This is an optimization exercise on Yosys and OpenROAD, whose aim is small area, a short achievable clock period and few clock cycles per item, not a production implementation.
In this exercise RTL edits were held to simulation tests only and were not proved equivalent to the original.
Power and IR drop assume default switching activity.

===== design/flow/design.v =====
module emrka_top (
    input  wire        clk,
    input  wire        rst_n,
    input  wire        sel,
    input  wire        wr,
    input  wire [4:0]  addr,
    input  wire [1:0]  size,
    input  wire [31:0] wdata,
    output reg  [31:0] rdata,
    output reg         err
);
    localparam [2:0] R_KEY_LO  = 3'd0,
                     R_KEY_HI  = 3'd1,
                     R_DIN_LO  = 3'd2,
                     R_DIN_HI  = 3'd3,
                     R_DOUT_LO = 3'd4,
                     R_DOUT_HI = 3'd5,
                     R_CTRL    = 3'd6,
                     R_STATUS  = 3'd7;
    reg [63:0] key_q;
    reg [63:0] din_q;
    reg [63:0] dout_q;    
    reg        dv_q;      
    reg        busy_q;
    reg        done_q;
    reg        err_cmd_q;
    reg        err_busy_q;
    reg [31:0] h_q;
    reg [31:0] l_q;       
    reg [4:0]  p_q;       
    reg        f_q;       
    reg        mode_q;    
    wire       admit  = (size == 2'b10) && (addr[1:0] == 2'b00);
    wire [2:0] reg_ix = addr[4:2];
    wire       do_wr  = sel && admit &&  wr;
    wire wr_droppable = (reg_ix != R_DOUT_LO) && (reg_ix != R_DOUT_HI) &&
                        (reg_ix != R_STATUS);
    wire busy_drop = do_wr && busy_q && wr_droppable;
    wire wr_ok     = do_wr && !busy_q;
    wire cmd_hi0   = (wdata[31:2] == 30'd0);
    wire cmd_write = wr_ok && (reg_ix == R_CTRL);
    wire start     = cmd_write && cmd_hi0 && (wdata[1] ^ wdata[0]);
    wire cmd_bad   = cmd_write && !(cmd_hi0 && !(wdata[1] && wdata[0]));
    wire st_write  = do_wr && (reg_ix == R_STATUS);
    wire       rd_ok  = sel && !wr && admit;
    wire       s_dl   = (reg_ix == R_DIN_LO);
    wire       s_dh   = (reg_ix == R_DIN_HI);
    wire       s_ol   = (reg_ix == R_DOUT_LO) && dv_q;
    wire       s_oh   = (reg_ix == R_DOUT_HI) && dv_q;
    wire       s_st   = (reg_ix == R_STATUS);
    wire [31:0] rsel  = ({32{s_dl}} & din_q[31:0])
                      | ({32{s_dh}} & din_q[63:32])
                      | ({32{s_ol}} & dout_q[31:0])
                      | ({32{s_oh}} & dout_q[63:32])
                      | ({32{s_st}} & {28'd0, err_busy_q, err_cmd_q, done_q, busy_q});
    always @(*) begin
        rdata = {32{rd_ok}} & rsel;
        err   = sel && !admit;
    end
    wire [4:0]  p   = p_q;
    wire [2:0]  ri  = f_q ? 3'd0 : p_q[2:0] + 3'd1;   
    wire [31:0] la  = l_q + {27'd0, p};           
    wire [31:0] pz  = {27'd0, p};
    wire [31:0] cs  = h_q ^ l_q ^ pz;
    wire [31:0] cc  = (h_q & l_q) | (h_q & pz) | (l_q & pz);
    wire [31:0] hn;
    add2_sk u_add (.a(cs), .b({cc[30:0], 1'b0}), .s(hn));
    wire [7:0] oh = 8'd1 << ri;
    wire [31:0] lr  = ({32{oh[0]}} & {la[30:0], la[31]})
                    | ({32{oh[1]}} & {la[2:0],  la[31:3]})
                    | ({32{oh[2]}} & {la[27:0], la[31:28]})
                    | ({32{oh[3]}} & {la[23:0], la[31:24]})
                    | ({32{oh[4]}} & {la[14:0], la[31:15]})
                    | ({32{oh[5]}} & {la[19:0], la[31:20]})
                    | ({32{oh[6]}} & {la[28:0], la[31:29]})
                    | ({32{oh[7]}} & {la[17:0], la[31:18]});
    wire [31:0] xn  = lr ^ hn;                    
    wire        k_use   = busy_q ? mode_q : wdata[1];
    wire [63:0] k_eff   = k_use ? key_q : 64'd0;
    wire [63:0] t_start = din_q ^ k_eff;
    wire        fin     = !f_q && (p_q == 5'd31);
    wire [31:0] wd_r  = wdata & {32{rst_n}};
    wire        we_kl = !rst_n || (wr_ok && reg_ix == R_KEY_LO);
    wire        we_kh = !rst_n || (wr_ok && reg_ix == R_KEY_HI);
    wire        we_dl = !rst_n || (wr_ok && reg_ix == R_DIN_LO);
    wire        we_dh = !rst_n || (wr_ok && reg_ix == R_DIN_HI);
    wire [63:0] res   = {h_q, la} ^ k_eff;
    always @(posedge clk) begin
        if (we_kl) key_q[31:0]  <= wd_r;
        if (we_kh) key_q[63:32] <= wd_r;
        if (we_dl) din_q[31:0]  <= wd_r;
        if (we_dh) din_q[63:32] <= wd_r;
        if (busy_q && fin) dout_q <= res;
    end
    always @(posedge clk) begin
        if (!rst_n) begin
            busy_q     <= 1'b0;
            done_q     <= 1'b0;
            dv_q       <= 1'b0;
            err_cmd_q  <= 1'b0;
            err_busy_q <= 1'b0;
        end else begin
            if (busy_drop)
                err_busy_q <= 1'b1;
            if (cmd_bad)
                err_cmd_q <= 1'b1;
            if (st_write) begin
                if (wdata[1]) done_q     <= 1'b0;
                if (wdata[2]) err_cmd_q  <= 1'b0;
                if (wdata[3]) err_busy_q <= 1'b0;
            end
            if (start) begin
                busy_q <= 1'b1;
                done_q <= 1'b0;
            end
            if (busy_q && fin) begin
                dv_q   <= 1'b1;
                busy_q <= 1'b0;
                done_q <= 1'b1;
            end
        end
    end
    always @(posedge clk) begin
        if (!busy_q) begin
            h_q     <= t_start[63:32];
            l_q     <= t_start[31:0];
            f_q     <= 1'b1;
            p_q     <= 5'd0;
            mode_q  <= wdata[1];
        end else begin
            h_q     <= hn;
            l_q     <= xn;
            f_q     <= 1'b0;
            p_q     <= f_q ? 5'd0 : p_q + 5'd1;
        end
    end
endmodule
module add2_sk (input wire [31:0] a, input wire [31:0] b, output wire [31:0] s);
    reg  [31:0] g [0:5];
    reg  [31:0] t [0:5];
    integer k, i;
    always @(*) begin
        g[0] = a & b;
        t[0] = a ^ b;
        for (k = 0; k < 5; k = k + 1)
            for (i = 0; i < 32; i = i + 1)
                if (((i >> k) & 1) == 1) begin
                    g[k+1][i] = g[k][i] | (t[k][i] & g[k][((i >> k) << k) - 1]);
                    t[k+1][i] = t[k][i] & t[k][((i >> k) << k) - 1];
                end else begin
                    g[k+1][i] = g[k][i];
                    t[k+1][i] = t[k][i];
                end
    end
    assign s = a ^ b ^ {g[5][30:0], 1'b0};
endmodule

===== design/flow/run.sh =====
#!/bin/bash
# synth_recipe.tcl (not shown) runs the flow's synth.tcl, then flattens the netlist and writes it again
# the make line also repeats each setting of config.mk as NAME=value (left out here)
make -C /OpenROAD-flow-scripts/flow DESIGN_CONFIG=/design/flow/config.mk WORK_HOME=/design/flow/orfs CLKGATE_MAP_FILE= SYNTH_SCRIPT=/design/flow/synth_recipe.tcl finish

===== design/flow/config.mk =====
export PLATFORM = sky130hd
export DESIGN_NAME = emrka_top
export DESIGN_NICKNAME = emrka_top
export VERILOG_FILES = /design/flow/design.v
export SDC_FILE = /design/flow/constraint.sdc
export NUM_CORES = 4
export LEC_CHECK = 0
export ABC_CLOCK_PERIOD_IN_PS = 3000
export CAP_MARGIN = 10
export CORE_MARGIN = 2
export CORE_UTILIZATION = 40
export CTS_BUF_LIST = sky130_fd_sc_hd__clkbuf_8
export PLACE_DENSITY = 0.6
export SETUP_SLACK_MARGIN = 2.0
export SLEW_MARGIN = 10
export TNS_END_PERCENT = 10

===== design/flow/constraint.sdc =====
create_clock -name core_clock -period 5.5 [get_ports {clk}]
set_input_delay 1.1000 -clock core_clock [delete_from_list [all_inputs] [get_ports {clk}]]
set_output_delay 1.1000 -clock core_clock [all_outputs]
set_load 0.01 [all_outputs]

==> results.sh, run 1 <==
export IMPL_max_stage_delay_ns=0.31
export IMPL_drive_above_1_share_pct=17.5
export IMPL_cp_slowest_cell="nor4b_4"
export IMPL_start_kind="primary input"
export IMPL_synth_seq_cells=268
export IMPL_postRouteAntennaNets=0
export IMPL_cts_buffers=44
export IMPL_final_seq_area_mm2=0.00730
export IMPL_hpwl_mm=36.6
export IMPL_cp_cell_sequence="dlygate4sd2_1 > nor4b_4 > nand3b_1 > buf_6 > bufbuf_16 > a21oi_1 > buf_2"
export IMPL_die_area_mm2=0.0409
export IMPL_syn_inst=1533
export IMPL_total_leakage_power_nw=7.06
export IMPL_rsz0062_at_grt="true"
export IMPL_finalCritPeriodShare_pct=65.7
export IMPL_critical_path_top_delay_family="buffers and inverters"
export IMPL_synthArstFlopShare_pct=0
export IMPL_criticalPathCategory="in -> out"
export IMPL_yosys_cell_types_count=96
export IMPL_nets=1784
export IMPL_clkLatencyLatePin_ns=0.59
export IMPL_stdcell_area_mm2=0.0188
export IMPL_critPathArrivalTime_ns=2.52
export IMPL_grt_max_degree=55
export IMPL_setup_viol=0
export IMPL_end_kind="primary output"
export IMPL_finalSetupTns_ns=0
export IMPL_grt_pass1_wl_mm=81.1
export IMPL_drt_iter0_markers=1527
export IMPL_h_tree_depth=2
export IMPL_fmax_mhz=277
export IMPL_stdcell_count=2221
export IMPL_die_w_um=202
export IMPL_run_status="complete, no violations"
export IMPL_fin_total_pwr_mw=5.30
export IMPL_critPathRequiredTime_ns=4.40
export IMPL_fin_crit_ns=3.62
export IMPL_ys_warn_count=4
export IMPL_synthFlopType="edfxtp_1"
export IMPL_drtPass1Iterations=7
export IMPL_cts_sinks=268
export IMPL_synth_edf_count=192
export IMPL_fp_dieH_um=202
export IMPL_wl_per_cell_um=24.4
export IMPL_grt_ovfl_total=0
export IMPL_min_from="err_busy_q"
export IMPL_fin_util_pct=48.7
export IMPL_start_util_pct=40.6
export IMPL_routed_via_density=6.04
export IMPL_synth_nets=1650
export IMPL_rows=72
export IMPL_fin_ws_ns=1.88
export IMPL_port_buffers=75
export IMPL_r2r_start="l_q[4]"
export IMPL_worstMarginPinSlew_ns=1.11
export IMPL_grt_pass1_vias=13000
export IMPL_syn2layout_area_growth_pct=19.8
export IMPL_postSynthAreaPerCell_um2=10.3
export IMPL_critical_path_peak_fanout=8
export IMPL_antenna_found_initial=0
export IMPL_n_fill_cell=3638
export IMPL_place_congestion=0.951
export IMPL_drc_errors=0
export IMPL_multi_input_area_mm2=0.00841
export IMPL_finalHoldWorstSlack_ns=0.494
export IMPL_clk_pin_slew_ns=0.06
export IMPL_cp_startpoint="addr[0]"
export IMPL_ir_drop_v=0.000176
export IMPL_placed_cells=2083
export IMPL_hold_violations=0
export IMPL_io_pin_count=76
export IMPL_ys_seq_area_share_pct=46.3
export IMPL_finClkSkew_ns=0.0226
export IMPL_cts_root_buf="clkbuf_8"
export IMPL_hp_class="reg -> reg"
export IMPL_coreArea_mm2=0.0387
export IMPL_power_density_mw_per_mm2=281
export IMPL_grt_usage_pct=26.1
export IMPL_post_place_ws_ns=0.796
export IMPL_clockBufferDepth=3
export IMPL_antenna_cells=0
export IMPL_path_buf_inv=4
export IMPL_drv_slew=0
export IMPL_wirelength_mm=54.2
export IMPL_max_cap_violations=0
export IMPL_placed_cell_area_mm2=0.0171
export IMPL_slew_headroom_pct=25.6
export IMPL_vias=13400
export IMPL_cts_tree="yes"
export IMPL_syn_area_mm2=0.0157
[routing by layer]
metal,global-route usage [%],routed length (µm)
met5,0,0
met4,9.44,1580
met3,5.26,5010
met2,40.2,24300
met1,36.4,23300
[worst min-delay path, delay by kind of cell (launching register included)]
kind,cells,cell delay [ns]
compound gates,1,0.04
simple gates,1,0.09
flops,1,0.33
[state kept, by name (all words and copies together) (netlist names), 5 cells and up]
name,cells
dout_q,64
p_q,5
h_q,32
key_q,64
din_q,64
l_q,32
[cell usage after synthesis, types with 37 or more instances]
library cell	number	area (µm²)
ha_1	64	801
clkbuf_1	66	248
nor2_1	72	270
dfxtp_1	76	1520
xor2_1	59	517
nor3_1	48	240
xnor2_1	120	1050
and2_1	40	250
edfxtp_1	192	5770
nand2_1	218	818
a21oi_1	58	290
a222oi_1	37	370
o21ai_0	82	410
[logic make-up after synthesis]
kind of cell | share of synthesized area (%)
buffers and inverters | 2.78
adders and majority gates | 6.36
DFF | 46.3
and+or+nand+nor | 16.3
xor gates and xnor gates | 10.7
AOI/OAI and AO/OA | 16.3
muxes | 1.15
[power by group]
group	switching (mW)	total, mW	leakage (nW)	internal (mW)
Combinational	0.681	1.18	4.04	0.497
Clock	0.826	1.72	0.484	0.895
Sequential	0.108	2.40	2.54	2.29
[path summary, 6_finish.rpt]
check                             endpoint  slack, ns  cells past startpoint
worst max-delay path             rdata[22]       1.88                      7
worst min-delay path            err_busy_q       0.49                      2
worst max register to register     l_q[31]       1.94                     12
worst min register to register  err_busy_q       0.49                      2
[area by class of cell]
cell class	instances	area share, %
clock buffers	51	3.72
clock inverters	31	0.850
inverters	26	0.518
multi-input cells	1155	44.6
flip-flops and latches	268	38.7
well taps	518	3.44
repair buffers	172	8.09
[layout by cell type (no fill, tap or decap), drive strengths merged, types with 50 or more instances in the layout]
cell      n
xnor2   124
clkbuf   51
o21ai    85
a21oi    60
nand2   219
edfxtp  192
nor3     50
xor2     61
buf     131
dfxtp    76
nor2     78
ha       64
[timing repair]
item / 4_1_cts / 5_1_grt
cloned: 6 / 0
endpoints found under the setup margin: 68 / 67
pin swaps: 43 / 24
setup buffers: 26 / 24
hold buffers: 0 / 0
endpoints found under the hold margin: 0 / 0
resized for setup: 201 / 37
Testbench counts, summed over its fixed seeds: cycles 15,218, items 384.
==> inputs of run 2 (changes only) <==
==> design/flow/config.mk (replaced) <==
export PLATFORM = sky130hd
export DESIGN_NAME = emrka_top
export DESIGN_NICKNAME = emrka_top
export VERILOG_FILES = /design/flow/design.v
export SDC_FILE = /design/flow/constraint.sdc
export NUM_CORES = 4
export LEC_CHECK = 0
export ABC_CLOCK_PERIOD_IN_PS = 3000
export CAP_MARGIN = 20
export CORE_MARGIN = 2
export CORE_UTILIZATION = 50
export PLACE_DENSITY = 0.65
export SETUP_SLACK_MARGIN = 2.0
export SLEW_MARGIN = 20
export TNS_END_PERCENT = 2
==> run 2 against run 1 <==
Net effect:
- combinational power about the same
- still clean on timing, DRC and antenna
- area after synthesis unchanged
- core utilization up 12 points
- clock power up 17%
- global-route usage up 6.2 points
- non-clock buffer count down 16
- fmax down 0.64%
- sequential share of layout area up 0.38 points
- via count up 0.90%
- routed wire length down 0.58%
==> results.sh, run 2 <==
export IMPL_cts_sinks=268
export IMPL_reg2reg_setup_slack_ns=1.86
export IMPL_die_w_um=181
export IMPL_start_kind="flop"
export IMPL_synth_top_area_cell="edfxtp_1"
export IMPL_clkLatencyLatePin_ns=0.58
export IMPL_finalCritPeriodShare_pct=66.2
export IMPL_clk_pin_slew_ns=0.06
export IMPL_synth_top_cells_by_area="edfxtp_1 37%, dfxtp_1 9.7%, xnor2_1 6.7%"
export IMPL_critPathRequiredTime_ns=5.97
export IMPL_port_buffers=75
export IMPL_rsz0062_at_grt="true"
export IMPL_finalSetupTns_ns=0
export IMPL_cts_buffers=29
export IMPL_ctsHoldBuffers=0
export IMPL_slew_headroom_pct=26.6
export IMPL_drc_errors=0
export IMPL_yosys_cell_types_count=96
export IMPL_synthTopCellsByCount="218 x nand2_1, 192 x edfxtp_1, 120 x xnor2_1"
export IMPL_n_fill_cell=2579
export IMPL_synthFlopType="edfxtp_1"
export IMPL_antenna_found_initial=0
export IMPL_max_cap_violations=0
export IMPL_final_seq_area_mm2=0.00730
export IMPL_power_switching_mw=1.62
export IMPL_cts_root_buf="clkbuf_16"
export IMPL_synth_most_common_cell="nand2_1"
export IMPL_power_density_mw_per_mm2=299
export IMPL_postRouteAntennaNets=0
export IMPL_nets=1753
export IMPL_critPathArrivalTime_ns=4.11
export IMPL_synth_seq_cells=268
export IMPL_syn_area_mm2=0.0157
export IMPL_io_pin_count=76
export IMPL_h_tree_depth=1
export IMPL_syn_inst=1533
export IMPL_r2r_end="l_q[3]"
export IMPL_p_int_mw=3.96
export IMPL_routed_via_density=6.58
export IMPL_synth_nets=1650
export IMPL_synth_top_area_share_pct=36.7
export IMPL_synthArstFlopShare_pct=0
export IMPL_vias=13500
export IMPL_total_leakage_power_nw=6.92
export IMPL_cts_tree="yes"
export IMPL_ys_warn_count=4
export IMPL_start_util_pct=51.1
export IMPL_power_frac_seq_pct=43.0
export IMPL_antenna_cells=0
export IMPL_fmax_mhz=275
export IMPL_min_from="err_busy_q"
export IMPL_end_kind="flop"
export IMPL_post_place_ws_ns=1.06
export IMPL_final_common_cell="nand2_1"
export IMPL_wirelength_mm=53.9
export IMPL_syn2layout_area_growth_pct=18.6
export IMPL_worstMarginPinSlew_ns=1.10
export IMPL_grt_ovfl_total=0
export IMPL_criticalPathCategory="reg -> reg"
export IMPL_reg2reg_depth=10
export IMPL_hold_violations=0
export IMPL_place_congestion=0.948
export IMPL_drt_iter0_markers=2277
export IMPL_hp_class="reg -> reg"
export IMPL_hold_path_depth=2
export IMPL_coreArea_mm2=0.0307
export IMPL_r2r_start="p_q[1]"
export IMPL_critical_path_peak_fanout=10
export IMPL_clockBufferDepth=3
export IMPL_hpwl_mm=36.5
export IMPL_min_to="err_busy_q"
export IMPL_grt_max_degree=70
export IMPL_final_cell_mix="217 x nand2_1, 192 x edfxtp_1, 118 x xnor2_1"
export IMPL_drv_slew=0
export IMPL_setup_viol=0
export IMPL_run_status="complete, no violations"
export IMPL_ir_drop_v=0.000280
export IMPL_wl_per_cell_um=26.2
export IMPL_postSynthAreaPerCell_um2=10.3
export IMPL_die_area_mm2=0.0329
export IMPL_fin_total_pwr_mw=5.58
export IMPL_grt_pass1_vias=12600
export IMPL_grt_usage_pct=32.3
export IMPL_rows=64
export IMPL_multi_input_area_mm2=0.00835
export IMPL_reg_top3="din_q x64, dout_q x64, key_q x64"
export IMPL_fin_ws_ns=1.86
export IMPL_switching_share_pct=29.0
export IMPL_ys_seq_area_share_pct=46.3
export IMPL_drive_above_1_share_pct=16.3
export IMPL_synth_edf_count=192
export IMPL_drtPass1Iterations=9
export IMPL_grt_pass1_wl_mm=80.2
export IMPL_fin_crit_ns=3.64
export IMPL_pwr_share_clk_pct=36.1
export IMPL_p_comb_share_pct=20.8
export IMPL_fp_dieH_um=181
export IMPL_finClkSkew_ns=0.0225
==> run 2: cell counts after synthesis <==
Identical to the previous run, type by type.
==> run 2: per-layer routing <==
layer	GRT usage [%]	vias up	wire [µm]
li1	-	5948	-
met1	47.8	6504	22500
met2	47.5	929	22900
met3	6.99	151	6700
met4	9.85	0	1820
met5	0	-	0
==> run 2: how the worst max path moves through the flow <==
stage | from | end | slack, ns
floorplan | addr[3] | rdata[13] | 1.91
global placement | addr[2] | rdata[30] | 1.12
detailed placement | addr[2] | rdata[30] | 1.06
CTS | p_q[2] | l_q[31] | 1.83
global route | p_q[0] | l_q[23] | 1.74
finish | p_q[1] | l_q[3] | 1.86
==> run 2: repair_timing <==
item / CTS / global route
pin swaps: 27 / 21
buffers inserted: 19 / 18
resized for setup: 190 / 29
endpoints found under the setup margin: 67 / 70
gates cloned: 6 / 0
==> run 2: power groups by stage <==
| stage | Clock (mW) | Combinational (mW) | Sequential, mW |
|---|---|---|---|
| 2_1_floorplan | 0 | 0.745 | 2.39 |
| 3_3_place_gp | 0 | 1.04 | 2.44 |
| 3_5_place_dp | 0 | 1.06 | 2.44 |
| 4_1_cts | 2.04 | 1.10 | 2.40 |
| 5_1_grt | 2.12 | 1.25 | 2.41 |
| 6_report | 2.02 | 1.16 | 2.40 |
==> run 2: worst max-delay path, cell delays in order (launching register included) <==
cell	delay, ns
dfxtp_1	0.48
ha_1	0.29
a21o_1	0.17
a21o_1	0.27
a21boi_4	0.43
nor4_1	0.17
xnor2_1	0.74
o22ai_1	0.18
nor3_1	0.41
xnor2_1	0.11
mux2_2	0.27
==> run 2: stage by stage <==
stage	area, µm²	utilization (%)	cells	hold slack [ns]
after floorplan	15700	-	1533	0.441
after global placement	17000	55.3	1958	0.488
after detailed placement	17000	55.3	1958	0.487
after CTS	18400	59.9	2037	0.553
after global routing	18700	60.7	2055	0.565
final	18700	60.7	2055	0.539
==> run 2: cells by family (layout without fill, tap and decap cells) <==
logic type	count (synthesis)	in the layout	share of synthesized area, %
and+or+nand+nor	522	522	16.3
AOI/OAI and AO/OA	356	356	16.3
DFF	268	268	46.3
xor gates and xnor gates	186	186	10.7
buffers and inverters	110	236	2.78
adders and majority gates	74	74	6.36
muxes	17	17	1.15
==> run 2: area by class of cell <==
class	instances	area share (%)
Multi-Input combinational cell	1155	44.7
Clock buffer	35	4.17
Tap cell	396	2.66
Clock inverter	19	1.14
Timing Repair Buffer	156	7.64
Sequential cell	268	39.1
Inverter	26	0.523
==> inputs of run 3 (changes only) <==
--- a/design/flow/config.mk
+++ b/design/flow/config.mk
@@ -10,4 +10,4 @@
 export CORE_MARGIN = 2
-export CORE_UTILIZATION = 50
-export PLACE_DENSITY = 0.65
+export CORE_UTILIZATION = 60
+export PLACE_DENSITY = 0.7
 export SETUP_SLACK_MARGIN = 2.0
==> run 3 against run 2 <==
Net effect:
- clock skew rose by 0.0054 ns
- critical endpoint is now rdata[3]
- global-route usage rose by 4.5 points
- cell count shrank 3.3%
- first-iteration DRC count decreased by 1.7%
- critical path type is now in -> out
==> results.sh, run 3 <==
export IMPL_finalSetupTns_ns=0
export IMPL_wl_per_cell_um=26.3
export IMPL_synth_seq_cells=268
export IMPL_placed_cell_area_mm2=0.0169
export IMPL_max_stage_delay_ns=0.29
export IMPL_fp_dieH_um=166
export IMPL_switching_share_pct=29.7
export IMPL_grt_max_degree=44
export IMPL_synth_top_area_cell="edfxtp_1"
export IMPL_synth_top_cells_by_area="edfxtp_1 37%, dfxtp_1 9.7%, xnor2_1 6.7%"
export IMPL_routed_via_density=6.85
export IMPL_coreArea_mm2=0.0259
export IMPL_synth_top_area_share_pct=36.7
export IMPL_cp_slowest_cell="nor4b_4"
export IMPL_postRouteAntennaNets=0
export IMPL_ys_seq_area_share_pct=46.3
export IMPL_critPathRequiredTime_ns=4.40
export IMPL_postSynthAreaPerCell_um2=10.3
export IMPL_total_leakage_power_nw=6.83
export IMPL_grt_usage_pct=36.9
export IMPL_wirelength_mm=52.2
export IMPL_cts_root_buf="clkbuf_16"
export IMPL_drtPass1Iterations=7
export IMPL_fin_ws_ns=1.94
export IMPL_ys_warn_count=4
export IMPL_clkLatencyLatePin_ns=0.57
export IMPL_start_kind="primary input"
export IMPL_post_place_ws_ns=0.693
export IMPL_p_int_mw=3.89
export IMPL_worstMarginPinSlew_ns=1.03
export IMPL_cts_buffers=28
export IMPL_critical_path_peak_fanout=8
export IMPL_cp_cell_sequence="dlygate4sd2_1 > nor4b_4 > nand3b_1 > buf_6 > buf_16 > nor2_2 > buf_2"
export IMPL_start_util_pct=60.7
export IMPL_critPathArrivalTime_ns=2.46
export IMPL_nets=1748
export IMPL_final_cell_mix="217 x nand2_1, 192 x edfxtp_1, 118 x xnor2_1"
export IMPL_synth_most_common_cell="nand2_1"
export IMPL_synth_edf_count=192
export IMPL_syn2layout_area_growth_pct=17.1
export IMPL_vias=13600
export IMPL_syn_inst=1533
export IMPL_cts_sinks=268
export IMPL_die_area_mm2=0.0275
export IMPL_clk_pin_slew_ns=0.06
export IMPL_power_frac_seq_pct=43.5
export IMPL_port_buffers=75
export IMPL_yosys_cell_types_count=96
export IMPL_finalCritPeriodShare_pct=64.8
export IMPL_max_cap_violations=0
export IMPL_synthTopCellsByCount="218 x nand2_1, 192 x edfxtp_1, 120 x xnor2_1"
export IMPL_ir_drop_v=0.000319
export IMPL_io_pin_count=76
export IMPL_hp_class="reg -> reg"
export IMPL_n_fill_cell=1965
export IMPL_end_kind="primary output"
export IMPL_synthArstFlopShare_pct=0
export IMPL_fin_crit_ns=3.56
export IMPL_grt_pass1_vias=12700
export IMPL_synthFlopType="edfxtp_1"
export IMPL_antenna_found_initial=1
export IMPL_rows=59
export IMPL_h_tree_depth=1
export IMPL_final_common_cell="nand2_1"
export IMPL_reg_top3="din_q x64, dout_q x64, key_q x64"
export IMPL_grt_ovfl_total=0
export IMPL_power_density_mw_per_mm2=300
export IMPL_synth_nets=1650
export IMPL_power_switching_mw=1.64
export IMPL_hold_violations=0
export IMPL_grt_pass1_wl_mm=77.9
export IMPL_run_status="complete, no violations"
export IMPL_drive_above_1_share_pct=16.8
export IMPL_hpwl_mm=35.6
export IMPL_clockBufferDepth=3
export IMPL_drc_errors=0
export IMPL_criticalPathCategory="in -> out"
export IMPL_syn_area_mm2=0.0157
export IMPL_place_congestion=0.967
export IMPL_slew_headroom_pct=31.1
export IMPL_die_w_um=166
export IMPL_drv_slew=0
export IMPL_rsz0062_at_grt="true"
export IMPL_stdcell_area_mm2=0.0184
export IMPL_finClkSkew_ns=0.0279
export IMPL_pwr_share_clk_pct=35.3
export IMPL_setup_viol=0
export IMPL_antenna_cells=0
export IMPL_cts_tree="yes"
export IMPL_fmax_mhz=281
export IMPL_drt_iter0_markers=2238
export IMPL_p_comb_share_pct=21.2
==> run 3: cell count changes in the layout (fill, tap and decap cells not counted), sizes merged <==
| cell | delta |
|---|---|
| buf | +2 |
| bufinv | -3 |
| clkbuf | +3 |
| clkdlybuf4s15 | -6 |
| clkinv | -1 |
| clkinvlp | +1 |
| inv | -2 |
==> run 3: repair_timing <==
item	in CTS	in global routing
endpoints found under the setup margin	69	62
pin swaps	9	16
buffers inserted	17	20
resized for setup	191	43
hold buffers	0	0
cloned	2	0
==> run 3: area by class of cell <==
| type | instances | area [µm²] | area share [%] |
|---|---|---|---|
| Multi-Input combinational cell | 1155 | 8360 | 45.4 |
| Clock buffer | 38 | 831 | 4.51 |
| Sequential cell | 268 | 7310 | 39.7 |
| Timing Repair Buffer | 152 | 1270 | 6.90 |
| Inverter | 26 | 97.6 | 0.530 |
| Tap cell | 335 | 419 | 2.28 |
| Clock inverter | 14 | 135 | 0.734 |
==> run 3: cell families (layout without fill, tap and decap cells) <==
logic type / Yosys count / in the layout / share of synthesized area, %
XOR/XNOR: 186 / 186 / 10.7
flip-flops: 268 / 268 / 46.3
buffers and inverters: 110 / 230 / 2.78
AO/OA/AOI/OAI: 356 / 356 / 16.3
AND/OR/NAND/NOR: 522 / 522 / 16.3
adder cells (fa/ha/maj): 74 / 74 / 6.36
multiplexers: 17 / 17 / 1.15
==> run 3: critical path, delay by kind of cell <==
family	cells	cell delay, ns
and+or+nand+nor	3	0.60
buffers and inverters	4	0.76
==> run 3: worst paths after layout <==
| path | to | cells past startpoint | slack, ns | from |
|---|---|---|---|---|
| max | rdata[3] | 7 | 1.94 | size[0] |
| min | dv_q | 1 | 0.49 | dv_q |
| max reg2reg | l_q[31] | 12 | 1.97 | h_q[4] |
| min reg2reg | dv_q | 1 | 0.49 | dv_q |
==> run 3: power groups by stage <==
stage / logic, mW / clock network, mW / registers [mW]
floorplan: 0.745 / 0 / 2.39
global placement: 1.03 / 0 / 2.44
detailed placement: 1.05 / 0 / 2.44
CTS: 1.09 / 1.97 / 2.40
global route: 1.26 / 2.04 / 2.41
finish: 1.17 / 1.95 / 2.40
==> run 3: metal layers <==
metal	part of all wire, %	wire, µm	up-vias	global-route usage (%)
met5	0.025	13	-	0
met4	3.3	1730	2	9.26
met3	14	7440	162	7.15
met2	42	21900	1014	54.0
met1	40	21100	6509	56.5
li1	-	-	5921	-
==> run 3: metrics by stage <==
step	instances	hold slack [ns]	utilization (%)	power (mW)
after detailed placement	1897	0.475	65.2	3.49
after floorplan	1533	0.441	-	3.14
after global placement	1897	0.468	65.2	3.46
after global routing	1988	0.515	71.1	5.70
after CTS	1968	0.491	69.8	5.45
final	1988	0.486	71.1	5.53

separate check: timing with driven ports:
The flow's constraints put no driver on any port. The routed layouts listed below were extracted and timed again, unchanged, in two steps.
Step 1 sets driving cells, clkbuf_16 on the clock port and buf_2 on the other inputs (assumed; they add their load-dependent delay and slew).
Step 2 times the ports against the registers' clock, not the clock port: input delays grow and output delays shrink by t, the midpoint of the rising clock arrivals with the driver on.
a / b / c = ideal ports / drivers / drivers and shift; a / b = the first two.
run	shift t [ns]	slack for setup (ns)	worst setup path after step 2	clock arrival spread, ns	worst register clock-pin slew, ns
run 1	0.623	1.885 / 1.867 / 1.483	input to register	0.023 / 0.023	0.07 / 0.07
run 2	0.627	1.861 / 1.859 / 1.565	input to register	0.022 / 0.023	0.07 / 0.07
run 3	0.607	1.935 / 1.908 / 1.744	input to register	0.028 / 0.028	0.08 / 0.08
After both steps setup and hold are still met in every run listed. The setup slack of run 1, which loses most, moves by -0.018 ns with the drivers and by -0.402 ns with both steps.
